This design comes from an exercise in tuning for small area on the open sky130 flow, not from production work. In this exercise RTL edits were held to simulation tests only and were not proved equivalent to the original. Power and IR drop assume default switching activity.

File: design/flow/config.mk
export PLATFORM = sky130hd
export DESIGN_NAME = sdx_core
export DESIGN_NICKNAME = sdx_core
export VERILOG_FILES = /design/flow/design.v
export SDC_FILE = /design/flow/constraint.sdc
export NUM_CORES = 4
export LEC_CHECK = 0
export CAP_MARGIN = 20
export CORE_MARGIN = 2
export CORE_UTILIZATION = 65
export PLACE_DENSITY = 0.75
export SLEW_MARGIN = 20
File: design/flow/constraint.sdc
create_clock -name core_clock -period 10.0 [get_ports {CLK}]
set_input_delay 2.0000 -clock core_clock [delete_from_list [all_inputs] [get_ports {CLK}]]
set_output_delay 2.0000 -clock core_clock [all_outputs]
set_load 0.01 [all_outputs]
File: design/flow/design.v
module sdx_core (
    input  wire       CLK,
    input  wire       RST,
    input  wire       RX_VALID,
    input  wire [7:0] RX_BYTE,
    input  wire [4:0] ECHO,
    output reg  [4:0] TRIG,
    output wire [1:0] M_EN,
    output wire [1:0] M_DIR,
    output wire [1:0] M_STEP,
    output reg        GUN
);
    localparam [2:0] C_OTH = 3'b000, C_F = 3'b001, C_R = 3'b010;
    reg [3:0] lo;
    reg [4:0] hi;
    wire lo_wrap = lo[3] & lo[0];           
    wire hi_wrap = hi[4] & hi[3] & hi[2] & hi[0];    
    wire grid    = lo_wrap & hi[0];
    always @(posedge CLK) begin
        if (RST) begin
            lo   <= 4'd9;
            hi   <= 5'd29;
            TRIG <= 5'b00000;
        end else begin
            lo <= lo_wrap ? 4'd0 : lo + 4'd1;
            if (lo_wrap) begin
                hi   <= hi_wrap ? 5'd0 : hi + 5'd1;
                TRIG <= {TRIG[3:0], hi_wrap};
            end
        end
    end
    reg        s1, s2, eq;
    reg [15:0] ecnt;             
    reg        lt;               
    reg        near;             
    wire rise = s2 & ~eq;
    wire fall = ~s2 & eq;
    wire ez   = ~|ecnt[14:0];
    wire efb  = ecnt[15] ^ ecnt[14] ^ ecnt[12] ^ ecnt[3] ^ ez;
    wire e599 = (ecnt == 16'h8161);                  
    wire emax = ecnt[15] & ez;                       
    always @(posedge CLK) begin
        s1 <= ECHO[2];
        if (RST) begin
            s2   <= ECHO[2];
            eq   <= ECHO[2];
            ecnt <= 16'd0;
            lt   <= 1'b1;
            near <= 1'b1;
        end else begin
            s2 <= s1;
            eq <= s2;
            ecnt <= rise ? 16'd1 : {ecnt[14:0], efb};
            lt   <= rise | emax | (lt & ~e599);
            if (fall) near <= lt;
        end
    end
    reg [2:0] mem [0:63];
    reg [6:0] cnt;
    wire push = RX_VALID & ~cnt[6];
    reg [2:0] cls;
    always @* begin
        case (RX_BYTE)
            8'h77:   cls = 3'b100;   
            8'h73:   cls = 3'b111;   
            8'h61:   cls = 3'b110;   
            8'h64:   cls = 3'b101;   
            8'h66:   cls = C_F;
            8'h72:   cls = C_R;
            default: cls = C_OTH;
        endcase
    end
    integer i;
    always @(posedge CLK) begin
        if (push) begin
            mem[1] <= cls;
            for (i = 2; i <= 63; i = i + 1) mem[i] <= mem[i-1];
            mem[0] <= mem[63];
        end
    end
    wire [2:0] head;
    genvar b, k;
    generate
        for (b = 0; b < 3; b = b + 1) begin : g_rd
            wire [63:0] l0;
            wire [31:0] l1;
            wire [15:0] l2;
            wire [7:0]  l3;
            wire [3:0]  l4;
            wire [1:0]  l5;
            for (k = 0; k < 64; k = k + 1) begin : g0
                assign l0[k] = mem[k][b];
            end
            for (k = 0; k < 32; k = k + 1) begin : g1
                assign l1[k] = cnt[0] ? l0[2*k+1] : l0[2*k];
            end
            for (k = 0; k < 16; k = k + 1) begin : g2
                assign l2[k] = cnt[1] ? l1[2*k+1] : l1[2*k];
            end
            for (k = 0; k < 8; k = k + 1) begin : g3
                assign l3[k] = cnt[2] ? l2[2*k+1] : l2[2*k];
            end
            for (k = 0; k < 4; k = k + 1) begin : g4
                assign l4[k] = cnt[3] ? l3[2*k+1] : l3[2*k];
            end
            for (k = 0; k < 2; k = k + 1) begin : g5
                assign l5[k] = cnt[4] ? l4[2*k+1] : l4[2*k];
            end
            assign head[b] = cnt[5] ? l5[1] : l5[0];
        end
    endgenerate
    reg       m;
    reg [2:0] u;
    reg       en;
    reg [1:0] dir;
    reg       rf;                
    wire tick    = grid & ~GUN & u[0];
    wire have    = cnt != 7'd0;
    wire pop     = tick & have;
    wire [2:0] last = en ? (m ? C_R : {1'b1, dir}) : {2'b00, m};
    wire accept  = pop & (head != last);
    wire acc_r   = accept & (head == C_R);
    wire acc_run = accept & head[2];
    wire acc_hld = accept & ~head[2] & ~head[1];     
    wire fire    = accept & (head == C_F);
    wire roam    = tick & (accept ? acc_r : (en & m)) & (acc_r | (near == dir[1]));
    wire run_op  = acc_run | roam;
    reg [6:0] cnt_t;
    reg       cu, cd;
    integer   j;
    always @* begin
        cu = push & ~pop;
        cd = pop & ~push;
        for (j = 0; j < 7; j = j + 1) begin
            cnt_t[j] = cu | cd;
            cu = cu & cnt[j];
            cd = cd & ~cnt[j];
        end
    end
    always @(posedge CLK) begin
        if (RST) begin
            cnt <= 7'd0;
        end else begin
            cnt <= cnt ^ cnt_t;
        end
    end
    always @(posedge CLK) begin
        if (RST) begin
            m    <= 1'b0;
            GUN  <= 1'b0;
            u    <= 3'd1;
            en   <= 1'b0;
            dir  <= 2'b00;
            rf   <= 1'b0;
        end else begin
            if (accept) m <= ~head[2] & (head[1] ^ head[0]);
            if (grid) begin
                if (GUN) begin
                    if (u[2]) begin
                        GUN <= 1'b0;
                        u   <= 3'd0;
                    end else begin
                        u <= u + 3'd1;
                    end
                end else if (u[0]) begin
                    u <= 3'd0;
                    if (fire) GUN <= 1'b1;
                end else begin
                    u <= 3'd1;
                end
            end
            if (run_op) begin
                en  <= 1'b1;
                dir <= roam ? {~near, 1'b1} : head[1:0];
                rf  <= 1'b1;
            end else begin
                if (acc_hld) en <= 1'b0;
                if (~lo[2] & lo[1] & lo[0]) rf <= 1'b0;
            end
        end
    end
    reg       step, low;
    reg [5:0] pc;
    wire pivot   = dir[0] ^ dir[1];
    wire ge60    = &pc[5:2];
    wire ge20    = pc[5] | (pc[4] & (pc[3] | pc[2]));
    wire per_ok  = pivot ? ge60 : ge20;
    wire pg_fall = en & ~low & ~rf & per_ok;
    wire pg_rise = low & ~rf & (pc >= 6'd3);
    reg [5:0] pc_t;
    reg       pcc;
    integer   n;
    always @* begin
        pcc = ~ge60;
        for (n = 0; n < 6; n = n + 1) begin
            pc_t[n] = pcc;
            pcc = pcc & pc[n];
        end
    end
    always @(posedge CLK) begin
        if (RST) begin
            step <= 1'b0;
            low  <= 1'b0;
            pc   <= 6'd1;
        end else begin
            if (pg_fall) begin
                step <= 1'b0;
                low  <= 1'b1;
            end else if (pg_rise) begin
                step <= 1'b1;
                low  <= 1'b0;
            end
            if (pg_fall | pg_rise) pc <= 6'd1;
            else                   pc <= pc ^ pc_t;
        end
    end
    assign M_EN   = {en, en};
    assign M_DIR  = dir;
    assign M_STEP = {step, step};
endmodule
File: design/flow/flow/run.sh
#!/bin/bash
# The standard ORFS layout (standard.sh: unchanged synthesis, floorplan, power grid,
# placement and routing) with these changes:
#  - after the floorplan, OpenROAD's restructure re-maps the combinational logic for
#    area (flow/restructure.tcl); registers are untouched;
#  - port buffers use sky130_fd_sc_hd__buf_1 instead of the default buffer cell;
#  - clock tree synthesis uses clkbuf_8 buffers in clusters of at most 18 sinks
#    (at most 50 um across) and
#    inserts no dummy load cells.
set -euo pipefail
export BUFFER_PORTS_ARGS="-buffer_cell sky130_fd_sc_hd__buf_1"
export CTS_ARGS="-sink_clustering_enable -repair_clock_nets -dont_use_dummy_load -buf_list sky130_fd_sc_hd__clkbuf_8 -sink_clustering_size 18 -sink_clustering_max_diameter 50"
bash standard.sh floorplan > standard_floorplan.log 2>&1
openroad -no_init -exit flow/restructure.tcl > restructure.log 2>&1
bash standard.sh finish > standard_finish.log 2>&1
File: design/flow/flow/filter_lib.py
#!/usr/bin/env python3
"""Copy a Liberty file without the cells whose names match the given patterns."""
import fnmatch, re, sys
src, dst, pats = sys.argv[1], sys.argv[2], sys.argv[3:]
text = open(src).read()
out = []
pos = 0
for m in re.finditer(r'^\s*cell\s*\(\s*"?([\w$]+)"?\s*\)\s*\{', text, re.M):
    if m.start() < pos:
        continue
    name = m.group(1)
    if not any(fnmatch.fnmatch(name, p) for p in pats):
        continue
    depth, i = 0, m.end() - 1
    while True:
        c = text[i]
        if c == '{':
            depth += 1
        elif c == '}':
            depth -= 1
            if depth == 0:
                break
        i += 1
    out.append(text[pos:m.start()])
    pos = i + 1
out.append(text[pos:])
open(dst, 'w').write(''.join(out))
File: design/flow/flow/restructure.tcl
# Area-driven re-mapping of the combinational logic of the floorplanned design
# (OpenROAD restructure, which runs ABC on the logic between registers).
# Registers, ports, tap cells and the power grid are left as they are.
set platform $::env(FLOW_HOME)/platforms/$::env(FLOW_PLATFORM)
set lib $platform/lib/sky130_fd_sc_hd__tt_025C_1v80.lib
set res orfs/results/$::env(FLOW_PLATFORM)/sdx_core/base
read_lef $platform/lef/sky130_fd_sc_hd.tlef
read_lef $platform/lef/sky130_fd_sc_hd_merged.lef
read_liberty $lib
read_db $res/2_floorplan.odb
read_sdc $res/2_floorplan.sdc
set_dont_use [get_lib_cells {*probe* *lpflow*}]
proc core_area {} {
  set a 0
  foreach i [[ord::get_db_block] getInsts] {
    set m [$i getMaster]
    if {[$m getType] eq "CORE"} { set a [expr {$a + [$m getWidth] * [$m getHeight]}] }
  }
  return [expr {$a / 1e6}]
}
puts "cell area before restructure: [core_area]"
# restructure maps onto every cell of the Liberty file it is given, so give it a copy
# without the platform's don't-use cells
file mkdir orfs/restructure
exec python3 flow/filter_lib.py $lib orfs/restructure/mapping.lib *lpflow* *probe*
restructure -target area -liberty_file orfs/restructure/mapping.lib \
  -tielo_port sky130_fd_sc_hd__conb_1/LO -tiehi_port sky130_fd_sc_hd__conb_1/HI \
  -work_dir orfs/restructure -abc_logfile orfs/restructure/abc.log
puts "cell area after restructure: [core_area]"
foreach i [[ord::get_db_block] getInsts] {
  set name [[$i getMaster] getName]
  if {[string match *lpflow* $name] || [string match *probe* $name]} {
    error "restructure used the don't-use cell $name"
  }
}
write_db $res/2_floorplan.odb
File: design/flow/standard.sh
#!/bin/bash
# synth_recipe.tcl (not shown) runs the flow's synth.tcl, then flattens the netlist and writes it again
# the make line also repeats each setting of config.mk as NAME=value (left out here)
make -C /OpenROAD-flow-scripts/flow DESIGN_CONFIG=/design/flow/config.mk WORK_HOME=/design/flow/orfs CLKGATE_MAP_FILE= SYNTH_SCRIPT=/design/flow/synth_recipe.tcl "${@:-finish}"
==> results of run 1 <==
-- routing by layer --
metal,global-route usage (%),vias to the layer above
met4,6.70,0
met3,3.92,49
met5,0,-
met2,36.3,268
li1,-,2817
met1,34.5,3040
-- sequential cells by signal (all words and copies together), names as in the netlist, 2 cells and up --
signal / cells
mem: 192
pc: 6
ecnt: 16
hi: 5
TRIG: 5
lo: 4
cnt: 7
u: 3
dir: 2
-- per-stage QoR --
stage | cell area, µm² | power (µW)
after floorplan | 10200 | 2050
after global placement | 9950 | 2020
after detailed placement | 9950 | 2050
after CTS | 10200 | 2530
after global routing | 10200 | 2640
final | 10200 | 2520
-- power groups by stage --
stage	clock network, µW	logic [µW]	registers [µW]
global route	527	614	1500
finish	479	564	1480
floorplan	0	640	1410
global placement	0	536	1480
detailed placement	0	553	1490
CTS	495	555	1480
-- synthesized netlist by cell type, types with 9 or more instances --
master	count	area share (%)
nor2_1	31	1.1
inv_1	13	0.48
xnor2_1	10	0.86
a21oi_1	25	1.2
a22oi_1	17	1.2
dfxtp_1	59	12
mux2i_1	41	4.0
and2_1	19	1.2
nand3_1	12	0.59
mux4_1	22	5.6
o21ai_0	10	0.49
nand2_1	36	1.3
edfxtp_1	192	56
nor3_1	13	0.64
ha_1	13	1.6
clkbuf_1	11	0.40
and3_1	9	0.55
mux4_2	10	2.2
-- cell families after synthesis --
logic type / synth area share (%)
AOI/OAI and AO/OA: 6.22
xor gates and xnor gates: 1.61
adders and majority gates: 1.59
buffers and inverters: 2.81
DFF: 67.9
muxes: 12.5
and+or+nand+nor: 7.42
-- area by class of cell --
| class | count | area [µm²] |
|---|---|---|
| clock buffer | 20 | 275 |
| fill | 1090 | 5090 |
| inverter | 55 | 206 |
| multi-input combinational | 346 | 2370 |
| sequential | 251 | 6950 |
| tap | 211 | 264 |
| timing repair buffer | 32 | 158 |
-- how the worst min path moves through the flow --
stage               depth (start not counted)  slack (ps)            startpoint              endpoint
global route                                0         420  mem[54][1]$_DFFE_PP_  mem[55][1]$_DFFE_PP_
CTS                                         0         400   mem[2][0]$_DFFE_PP_   mem[3][0]$_DFFE_PP_
floorplan                                   2         420            s1$_DFF_P_            s2$_DFF_P_
global placement                            1         420      lo[0]$_SDFF_PP1_      lo[0]$_SDFF_PP1_
finish                                      0         390   mem[2][0]$_DFFE_PP_   mem[3][0]$_DFFE_PP_
detailed placement                          1         420      lo[0]$_SDFF_PP1_      lo[0]$_SDFF_PP1_
-- critical path, cell delays in order (launching register included) --
cell and delay (ps):
dfxtp_2 340, clkinv_1 360, buf_4 460, a221oi_1 300, nor4_1 100, or3_1 400
a31o_1 200, o32ai_1 690, o22ai_1 190, o32a_1 320, o21ai_0 500, clkinv_1 140
o22ai_1 320, mux2_1 360
-- cell usage in the layout (no fill, tap or decap), drive strengths merged, types with 15 or more instances in the layout --
cell	instances
edfxtp	192
dfxtp	59
clkinv	55
a221oi	47
nor2	47
o221ai	38
buf	32
o21ai	29
nand2	23
clkbuf	20
o221a	17
nor4	15
==> results.ini, run 1 <==
[clock_tree]
cts.repair_timing.setup_buffer_count=0
cts_made_buffers=20
clock_latency_ps=550
root_buffer=clkbuf_8
clock_path_buffers=3
cts.htree.levels=1
hold_buffers=0
clkTransAtPathRegs_ps=110
cts_tree=done
cts_sinks=251
cts_resized=0

[placement]
dp_hpwl_um=11600
dp_slack_ps=4810
io_buffers=23
gp_congestion=0.797
dpl.cell_count=895

[setup_path]
reg2reg_slack_ps=5100
worst-setup-path-type=flop to flop
cp-endpoint=dir[1]$_SDFFE_PP0P_
ff2ff_path_depth=13
worstSetupEndpointType=flop
cp.required_ps=10370
r2r_end=dir[1]$_SDFFE_PP0P_
worst-path-max-fanout=50
startpoint=cnt[0]$_SDFF_PP0_
arrival_ps=5270
r2r_start=cnt[0]$_SDFF_PP0_
worstSetupStartpointType=flop

[timing]
tightest_slew_ps=985
rsz0062_at_grt=false
max_freq_mhz=204
fin_skew_ps=63.1
finalHoldViolCount=0
fin_ws_ps=5100
fin_crit_sh_pct=49.0
fin_tns_setup_ps=0
setup_viol=0
hold_ws_ps=393
slew_headroom_pct=34.2
final-max-slew-violation-count=0
fin_crit_ps=4900

[routing]
drc=0
dr.max_layer_used=met4
drt_iter0_markers=826
via_count=6174
dr_wl_met3_um=1320
wire_per_inst_um=21.2
ant_nets=0
firstDrtPassIters=5
drt_wl_total_um=19400
wl_met2_um=9090
detail_route.vias_per_cell=6.75
drt-met1-wl_um=8500

[pwr]
power.share.clock_pct=19.0
seq_power_share_pct=58.6
comb_power_share_pct=22.4
switchingPower_uw=793
vdd_drop_max_v=0.000137
power.internal_uw=1720
switching_share_pct=31.5
leakage_uw=0.00329
p_per_area_nw_per_um2=246

[floorplanning]
ios=28
die_h_um=129
coreArea_um2=15300
die_w_um=129
initial_utilization_pct=66.8
rows=45
dieArea_um2=16800

[synthesis]
synth_nets=672
ys_types=62
yosys_most_used_dff=edfxtp_1
synthArstFlopShare_pct=0
synth_seq_cells=251
synth-edff-count=192
avgSynthCellArea_um2=15.9
ys_seq_area_share_pct=67.9
syn-cell-area_um2=10200
syn_inst=643
synth_warnings=2

[global_route]
grt_usage_pct=23.3
grt_pass1_wl_um=30900
grt_overflow=0
grt_max_degree=93
first_global_vias=5985
grt_antenna_before_repair=0

[outcome]
status=timing/DRC/antenna clean

[worst_hold_path]
hp-class=flop to flop

[finish]
drive_gt1_share_pct=4.55
layoutNonFillerInstCount=915
num_antenna_cells=0
nNetsFinal=722
area_growth_pct=-0.0979
fin_util_pct=66.8

[job]
max-cap-violations=0

==> run 2: changes to the inputs <==
==> design/flow/flow/run.sh (replaced) <==
#!/bin/bash
# The standard ORFS layout (standard.sh: unchanged synthesis, floorplan, power grid,
# placement and routing) with these changes:
#  - after the floorplan, OpenROAD's restructure re-maps the combinational logic for
#    area (flow/restructure.tcl); registers are untouched;
#  - port buffers use sky130_fd_sc_hd__buf_1 instead of the default buffer cell;
#  - clock tree synthesis uses clkbuf_8 buffers in clusters of at most 16 sinks
#    (at most 60 um across) and
#    inserts no dummy load cells.
set -euo pipefail
export BUFFER_PORTS_ARGS="-buffer_cell sky130_fd_sc_hd__buf_1"
export CTS_ARGS="-sink_clustering_enable -repair_clock_nets -dont_use_dummy_load -buf_list sky130_fd_sc_hd__clkbuf_8 -sink_clustering_size 16 -sink_clustering_max_diameter 60"
bash standard.sh floorplan > standard_floorplan.log 2>&1
openroad -no_init -exit flow/restructure.tcl > restructure.log 2>&1
bash standard.sh finish > standard_finish.log 2>&1
--- a/design/flow/config.mk
+++ b/design/flow/config.mk
@@ -8,5 +8,6 @@
 export CAP_MARGIN = 20
 export CORE_MARGIN = 2
 export CORE_UTILIZATION = 65
+export GPL_TIMING_DRIVEN = 0
 export PLACE_DENSITY = 0.75
 export SLEW_MARGIN = 20
==> run 2 against run 1 <==
Against the previous run: clock skew fell by 29 ps; worst setup slack got worse by 750 ps; via count rose by 0.79%; sequential cell count did not move; sequential power rose by 3%; largest cell class unchanged; highest routed layer unchanged.
==> results.ini, run 2 <==
[worst_hold_path]
hp-class=flop to flop

[job]
max-cap-violations=0

[synthesis]
yosysMostFrequentCell=edfxtp_1
synth_nets=672
yosys_most_used_dff=edfxtp_1
syn_inst=643
synth_top_family_by_area=multiplexers
syn-cell-area_um2=10200
yosys-top-cells-count=192 x edfxtp_1, 59 x dfxtp_1, 41 x mux2i_1
synth_seq_cells=251
avgSynthCellArea_um2=15.9
synthSimpleGateAreaFrac_pct=7.42
synth_top_area_cell=edfxtp_1
synth-adder-area-share_pct=1.59
synth-edff-count=192
synth_warnings=2
synth_top_area_share_pct=56.3
ys_seq_area_share_pct=67.9
synth-compound-area-share_pct=6.22
muxShareOfSynthArea_pct=12.5
synth_xor_area_share_pct=1.61
synth_area_leaders=edfxtp_1 56%, dfxtp_1 12%, mux4_1 5.6%
synthArstFlopShare_pct=0
ys_types=62

[routing]
drt_wl_total_um=19500
wire_per_inst_um=21.2
drc=0
ant_nets=0
drt_iter0_markers=854
firstDrtPassIters=5
detail_route.vias_per_cell=6.78
via_count=6223

[global_route]
grt_usage_pct=23.6
grt_max_degree=67
grt_antenna_before_repair=0
first_global_vias=5949
grt_overflow=0
grt_pass1_wl_um=31100

[finish]
stdcell_area_um2=10400
reg.largest.list=mem (192), ecnt (16), cnt (7)
largest_register_ff_count=192
area_growth_pct=1.34
final_common_cell=edfxtp_1
regMostFlops=mem
nNetsFinal=725
drive_gt1_share_pct=4.67
most-common-layout-cells=192 x edfxtp_1, 57 x dfxtp_1, 53 x clkinv_1
num_antenna_cells=0

[timing]
fin_crit_sh_pct=56.5
setup_viol=0
hold_ws_ps=445
fin_skew_ps=33.6
tightest_slew_ps=1010
rsz0062_at_grt=false
max_freq_mhz=177
final-max-slew-violation-count=0
fin_ws_ps=4350
fin_crit_ps=5650
slew_headroom_pct=31.9
finalHoldViolCount=0

[setup_path]
worstSetupEndpointType=flop
worst-setup-path-type=flop to flop
cp_top_family=compound AO/OA/AOI/OAI gates
worst-path-max-fanout=23
arrival_ps=6060
cp.required_ps=10410
cp_num_buf_inv=3
cp_common_cell=clkinv_1
path_cells=clkinv_1 > nand2_1 > a221oi_1 > o41a_1 > nor4_1 > clkinv_1 > o32a_1 > o21ai_0 > clkinv_1 > o22ai_1 > mux2_1
worstSetupStartpointType=flop
slowest_delay_ps=990
cp_slowest_cell=dfxtp_1

[placement]
dp_hpwl_um=12000
placed_area_um2=10100
dp_slack_ps=4470
io_buffers=23
gp_congestion=0.839

[clock_tree]
root_buffer=clkbuf_8
cts_resized=0
clkTransAtPathRegs_ps=100
cts.htree.levels=1
clock_path_buffers=3
clock_latency_ps=520
hold_buffers=0
cts_sinks=251
cts_tree=done
cts_made_buffers=19
cts.repair_timing.setup_buffer_count=0

[floorplanning]
ios=28
rows=45
die_w_um=129
dieArea_um2=16800
initial_utilization_pct=66.8
coreArea_um2=15300
die_h_um=129

[outcome]
status=timing/DRC/antenna clean

[pwr]
leakage_uw=0.00335
vdd_drop_max_v=0.000151
p_per_area_nw_per_um2=245

[run 2: changes by cell type in the layout (fill, tap and decap cells not counted), moves of 2 or more]
| cell | before | now |
|---|---|---|
| buf_4 | 8 | 0 |
| buf_12 | 0 | 5 |
| buf_1 | 23 | 27 |
| buf_16 | 0 | 4 |
| clkinv_1 | 55 | 53 |
| clkinv_2 | 0 | 2 |
| dfxtp_2 | 2 | 0 |
| dfxtp_4 | 0 | 2 |
[run 2: where the power goes]
part / leakage [µW] / total (µW) / switching (µW) / internal, µW
clock network: 0.000137 / 468 / 296 / 172
logic: 0.000854 / 548 / 340 / 208
registers: 0.00236 / 1530 / 169 / 1360
total: 0.00335 / 2550 / 805 / 1740
[run 2: final cells by class]
class | count | area [µm²]
buffer | 4 | 15.0
clock buffer | 19 | 262
fill | 1089 | 4940
inverter | 55 | 209
multi-input combinational | 346 | 2370
sequential | 251 | 6950
tap | 211 | 264
timing repair buffer | 32 | 297
[run 2: metal layers]
layer,up-vias,part of all wire [%],track usage [%]
met5,-,0,0
met4,0,2.8,7.46
met3,39,6.6,3.43
met2,282,46,36.7
met1,3097,44,35.0
li1,2805,-,-
[run 2: worst paths after layout]
| path | startpoint | end | slack [ps] | cells past startpoint |
|---|---|---|---|---|
| setup / recovery | cnt[2]$_SDFF_PP0_ | dir[1]$_SDFFE_PP0P_ | 4350 | 11 |
| hold / removal | ecnt[5]$_SDFF_PP0_ | ecnt[6]$_SDFF_PP0_ | 440 | 2 |
| setup reg to reg | cnt[2]$_SDFF_PP0_ | dir[1]$_SDFFE_PP0P_ | 4350 | 11 |
| hold reg to reg | ecnt[5]$_SDFF_PP0_ | ecnt[6]$_SDFF_PP0_ | 440 | 2 |
[run 2: kinds of logic after synthesis]
group	Yosys count
xor+xnor	18
mux	77
flops	251
buf+inv	45
fa+ha+maj	13
simple gates	150
compound gates	89
[run 2: through the flow]
step | cells | power (µW) | utilization [%] | TNS (ps)
after global placement | 890 | 2060 | 64.5 | -772920
after detailed placement | 899 | 2080 | 66.0 | 0
after floorplan | 643 | 2050 | - | 0
final | 918 | 2550 | 67.7 | 0
after CTS | 918 | 2540 | 67.7 | 0
after global routing | 918 | 2660 | 67.7 | 0
[run 2: worst min-delay path: stages (launching register included)]
cell	delay [ps]
dfxtp_1	320
clkinv_1	50
nor2_1	40
==> run 3: changes to the inputs <==
--- a/design/flow/config.mk
+++ b/design/flow/config.mk
@@ -8,6 +8,5 @@
 export CAP_MARGIN = 20
 export CORE_MARGIN = 2
 export CORE_UTILIZATION = 65
-export GPL_TIMING_DRIVEN = 0
 export PLACE_DENSITY = 0.75
 export SLEW_MARGIN = 20
==> run 3 against run 2 <==
Against the previous run: still clean; sequential cell count stayed put; utilization is 1.1 points lower; sequential power is 4% lower; clock-buffer cell count stayed put; maximum frequency is 16% higher; largest cell class unchanged; highest routed layer unchanged.
==> results.ini, run 3 <==
[finish]
area_growth_pct=-0.233
largest_register_ff_count=192
final_common_cell=edfxtp_1
regMostFlops=mem
drive_gt1_share_pct=4.41
nNetsFinal=721
layoutNonFillerInstCount=914
reg.largest.list=mem (192), ecnt (16), cnt (7)
most-common-layout-cells=192 x edfxtp_1, 57 x dfxtp_1, 55 x clkinv_1
nFillCells=1089
stdcell_area_um2=10200
num_antenna_cells=0

[setup_path]
arrival_ps=5310
cp.required_ps=10420
reg2reg_slack_ps=5110
r2r_end=dir[1]$_SDFFE_PP0P_
worstSetupEndpointType=flop
r2r_start=cnt[1]$_SDFF_PP0_
worst-setup-path-type=flop to flop
worst-path-max-fanout=65
worstSetupStartpointType=flop
ff2ff_path_depth=12

[routing]
drt_wl_total_um=19300
drc=0
wire_per_inst_um=21.1
via_count=6197
firstDrtPassIters=6
dr_wl_met3_um=1250
wl_met2_um=9180
drt_iter0_markers=804
drt-met1-wl_um=8530
detail_route.vias_per_cell=6.78
ant_nets=0
dr.max_layer_used=met4

[synthesis]
synth_top_area_share_pct=56.3
synth_top_area_cell=edfxtp_1
yosys-top-cells-count=192 x edfxtp_1, 59 x dfxtp_1, 41 x mux2i_1
ys_seq_area_share_pct=67.9
synth_area_leaders=edfxtp_1 56%, dfxtp_1 12%, mux4_1 5.6%
yosys_most_used_dff=edfxtp_1
synthArstFlopShare_pct=0
synth-edff-count=192
ys_types=62
yosysMostFrequentCell=edfxtp_1
avgSynthCellArea_um2=15.9
syn_inst=643
synth_warnings=2
syn-cell-area_um2=10200
synth_nets=672
synth_seq_cells=251

[timing]
fin_crit_ps=4890
fin_skew_ps=47.9
tightest_slew_ps=990
setup_viol=0
rsz0062_at_grt=false
max_freq_mhz=204
slew_headroom_pct=33.9
fin_tns_setup_ps=0
finalHoldViolCount=0
final-max-slew-violation-count=0
fin_crit_sh_pct=48.9

[floorplanning]
initial_utilization_pct=66.8
ios=28
dieArea_um2=16800
rows=45
die_h_um=129
coreArea_um2=15300
die_w_um=129

[clock_tree]
root_buffer=clkbuf_8
clkTransAtPathRegs_ps=110
cts_tree=done
clock_latency_ps=530
hold_buffers=0
clock_path_buffers=3
cts_sinks=251
cts.htree.levels=1
cts.repair_timing.setup_buffer_count=0
cts_resized=0
cts_made_buffers=19

[worst_hold_path]
hp-class=flop to flop
hold_depth=0
min_from=mem[45][0]$_DFFE_PP_
min_to=mem[46][0]$_DFFE_PP_

[placement]
dpl.cell_count=895
gp_congestion=0.797
io_buffers=23
placed_area_um2=9950
dp_hpwl_um=11600

[global_route]
grt_max_degree=93
grt_antenna_before_repair=0
first_global_vias=5939
grt_overflow=0
grt_usage_pct=23.4
grt_pass1_wl_um=30900

[pwr]
vdd_drop_max_v=0.000129
leakage_uw=0.00329
p_per_area_nw_per_um2=246

[job]
max-cap-violations=0

[outcome]
status=timing/DRC/antenna clean

run 3: cell counts after synthesis:
No cell type changed its count.
run 3: cell families after synthesis:
family,count (synthesis),synth area share [%]
DFF,251,67.9
and+or+nand+nor,150,7.42
AOI/OAI and AO/OA,89,6.22
muxes,77,12.5
buffers and inverters,45,2.81
xor gates and xnor gates,18,1.61
adders and majority gates,13,1.59
run 3: routing by layer:
metal  vias to the layer above  GRT usage [%]
li1                       2816              -
met1                      3120           34.3
met2                       226           36.9
met3                        35           4.42
met4                         0           5.63
met5                         -              0
run 3: layout make-up:
cell class / count / area [µm²] / share of cell area, %
Tap cell: 211 / 264 / 2.59
Clock buffer: 19 / 262 / 2.56
Inverter: 55 / 206 / 2.02
Timing Repair Buffer: 32 / 158 / 1.54
Sequential cell: 251 / 6950 / 68.1
Multi-Input combinational cell: 346 / 2370 / 23.2
run 3: how the worst max path moves through the flow:
stage                                  from                    to  cells after the start
after floorplan                    RX_VALID     cnt[4]$_SDFF_PP0_                      7
after global placement             RX_VALID  mem[34][1]$_DFFE_PP_                      4
after detailed placement           RX_VALID   mem[9][2]$_DFFE_PP_                      4
after CTS                 cnt[1]$_SDFF_PP0_   dir[1]$_SDFFE_PP0P_                     12
after global routing      cnt[1]$_SDFF_PP0_   dir[1]$_SDFFE_PP0P_                     12
final                     cnt[1]$_SDFF_PP0_   dir[1]$_SDFFE_PP0P_                     12
run 3: stage by stage:
stage / util [%] / hold slack [ps] / worst slack, ps / total power, µW
3_5_place_dp: 64.9 / 421 / 4810 / 2050
5_1_grt: 66.7 / 433 / 4880 / 2630
2_1_floorplan: - / 415 / 2830 / 2050
4_1_cts: 66.7 / 427 / 5220 / 2510
6_report: 66.7 / 433 / 5110 / 2510
3_3_place_gp: 64.9 / 419 / 4960 / 2020
run 3: report_power, final:
group	leakage, µW	internal, µW	switching [µW]
clock network	0.000137	172	295
registers	0.00236	1360	112
logic	0.000793	182	385
run 3: critical path, cell delays in order, from the launching register on:
cell,delay [ps]
dfxtp_2,340
buf_4,550
nand2_1,540
a221oi_1,450
nor3_1,100
a31o_1,230
o32ai_1,710
o22ai_1,190
o32a_1,330
o21ai_0,500
clkinv_1,140
o22ai_1,320
mux2_1,360
==> run 4: changes to the inputs <==
--- a/design/flow/config.mk
+++ b/design/flow/config.mk
@@ -7,6 +7,8 @@
 export LEC_CHECK = 0
 export CAP_MARGIN = 20
 export CORE_MARGIN = 2
-export CORE_UTILIZATION = 65
-export PLACE_DENSITY = 0.75
+export CORE_UTILIZATION = 75
+export GPL_ROUTABILITY_DRIVEN = 0
+export GPL_TIMING_DRIVEN = 0
+export PLACE_DENSITY = 0.85
 export SLEW_MARGIN = 20
==> run 4 against run 3 <==
Against the previous run: highest routed layer unchanged; maximum frequency decreased by 16%; total power is 1.4% higher; utilization rose by 11 points; clock-buffer cell count unchanged; sequential share of layout area shrank 0.68 points.
==> results.ini, run 4 <==
[finish]
nFillCells=736
area_growth_pct=0.843
largest_register_ff_count=192
reg.largest.list=mem (192), ecnt (16), cnt (7)
multiInputGateArea_um2=2370
nNetsFinal=725
regArea_um2=6950
final_common_cell=edfxtp_1
most-common-layout-cells=192 x edfxtp_1, 57 x dfxtp_1, 53 x clkinv_1
drive_gt1_share_pct=4.67
regMostFlops=mem
num_antenna_cells=0

[routing]
wire_per_inst_um=22.5
drt_wl_total_um=19800
ant_nets=0
drc=0
via_count=6345
detail_route.vias_per_cell=7.19
firstDrtPassIters=5
drt_iter0_markers=902

[synthesis]
synthSimpleGateAreaFrac_pct=7.42
synth_area_leaders=edfxtp_1 56%, dfxtp_1 12%, mux4_1 5.6%
ys_seq_area_share_pct=67.9
synth_xor_area_share_pct=1.61
yosysMostFrequentCell=edfxtp_1
synth-compound-area-share_pct=6.22
synth-edff-count=192
synth_top_family_by_area=multiplexers
avgSynthCellArea_um2=15.9
synthArstFlopShare_pct=0
yosys_most_used_dff=edfxtp_1
synth_seq_cells=251
synth_warnings=2
synth_top_area_share_pct=56.3
synth_top_area_cell=edfxtp_1
ys_types=62
muxShareOfSynthArea_pct=12.5
synth_nets=672
yosys-top-cells-count=192 x edfxtp_1, 59 x dfxtp_1, 41 x mux2i_1
syn_inst=643
syn-cell-area_um2=10200
synth-adder-area-share_pct=1.59

[floorplanning]
initial_utilization_pct=77.0
die_w_um=121
coreArea_um2=13300
rows=42
ios=28
die_h_um=121
dieArea_um2=14600

[global_route]
grt_max_degree=67
first_global_vias=6133
grt_overflow=0
grt_usage_pct=27.6
grt_antenna_before_repair=0
grt_pass1_wl_um=31500

[setup_path]
cp_top_family=compound AO/OA/AOI/OAI gates
cp_slowest_cell=dfxtp_1
cp.required_ps=10380
path_cells=clkinv_1 > nand2_1 > a221oi_1 > o41ai_1 > o2111a_1 > o32ai_1 > clkinv_1 > o22ai_1 > o32a_1 > o21ai_0 > clkinv_1 > o22ai_1 > mux2_1
worstSetupEndpointType=flop
cp_num_buf_inv=3
worst-path-max-fanout=23
slowest_delay_ps=970
worstSetupStartpointType=flop
startpoint=cnt[2]$_SDFF_PP0_
r2r_start=cnt[2]$_SDFF_PP0_
arrival_ps=6210
worst-setup-path-type=flop to flop
cp_common_cell=clkinv_1

[worst_hold_path]
min_from=mem[47][1]$_DFFE_PP_
hp-class=flop to flop

[clock_tree]
clock_path_buffers=3
clkTransAtPathRegs_ps=100
cts_resized=0
cts.htree.levels=1
cts.repair_timing.setup_buffer_count=0
hold_buffers=0
cts_tree=done
cts_sinks=251
root_buffer=clkbuf_8
cts_made_buffers=19
clock_latency_ps=530

[timing]
fin_crit_sh_pct=58.3
final-max-slew-violation-count=0
setup_viol=0
fin_crit_ps=5830
fin_tns_setup_ps=0
finalHoldViolCount=0
max_freq_mhz=172
hold_ws_ps=422
slew_headroom_pct=33.8
fin_skew_ps=49.2
tightest_slew_ps=986
rsz0062_at_grt=false

[outcome]
status=timing/DRC/antenna clean

[placement]
io_buffers=23
dp_hpwl_um=12600

[pwr]
vdd_drop_max_v=0.000166
p_per_area_nw_per_um2=246
power_uw=2540
leakage_uw=0.00334

[job]
max-cap-violations=0

## run 4: area by class of cell
| type | count | share of cell area, % |
|---|---|---|
| timing repair buffer | 32 | 2.80 |
| inverter | 55 | 2.02 |
| tap | 176 | 2.13 |
| buffer | 4 | 0.145 |
| clock buffer | 19 | 2.53 |
| sequential | 251 | 67.4 |
| multi-input combinational | 346 | 23.0 |
## run 4: per-stage QoR
step,cells,setup WS [ps],cell area [µm²],utilization (%)
global placement,855,-4760,9840,74.0
CTS,883,4410,10300,77.6
detailed placement,864,4490,10100,75.7
finish,883,4170,10300,77.6
floorplan,643,2830,10200,-
global route,883,3990,10300,77.6
## run 4: kinds of logic (layout without fill, tap and decap cells)
group           Yosys count  count (layout)
compound gates           89             219
xor+xnor                 18               0
fa+ha+maj                13               0
buf+inv                  45             110
flops                   251             251
mux                      77               1
simple gates            150             126
## run 4: where the power goes
part | switching [µW] | internal (µW) | leakage, µW
clock network | 291 | 172 | 0.000137
logic | 343 | 207 | 0.000851
registers | 168 | 1360 | 0.00236
## run 4: worst paths after layout
kind                     endpoint  slack, ps  cells after the start
max           dir[1]$_SDFFE_PP0P_       4170                     13
min          mem[48][1]$_DFFE_PP_        420                      0
max reg2reg   dir[1]$_SDFFE_PP0P_       4170                     13
min reg2reg  mem[48][1]$_DFFE_PP_        420                      0
## run 4: metal layers
layer | wire, µm | share of wire [%] | GRT usage (%)
met5 | 0 | 0 | 0
met4 | 497 | 2.5 | 7.63
met3 | 1630 | 8.2 | 4.58
met2 | 9520 | 48 | 44.0
met1 | 8170 | 41 | 40.2

## port drivers added, routing unchanged
In the flow no input, the clock included, has a driving cell. The finished layouts below were timed again as built, in two steps.
Step 1 sets driving cells, clkbuf_16 on the clock port and buf_2 on the other inputs (assumed; they add their load-dependent delay and slew).
Step 2 times the ports against the registers' clock, not the clock port: input delays grow and output delays shrink by t, the midpoint of the rising clock arrivals with the driver on.
Slacks: no drivers / after step 1 / after step 2; pairs: no drivers / after step 1.
run | t (ns) | setup WS [ns] | clock arrival spread, ns
run 1 | 0.550 | 5.100 / 5.100 / 5.096 | 0.063 / 0.063
run 2 | 0.548 | 4.348 / 4.348 / 4.348 | 0.035 / 0.035
run 3 | 0.546 | 5.109 / 5.109 / 5.057 | 0.050 / 0.050
run 4 | 0.545 | 4.175 / 4.175 / 4.175 | 0.049 / 0.049
After both steps every run listed still meets setup and hold. For run 3, which loses most, drivers alone change the setup slack by 0.000 ns; drivers and shift together by -0.052 ns.
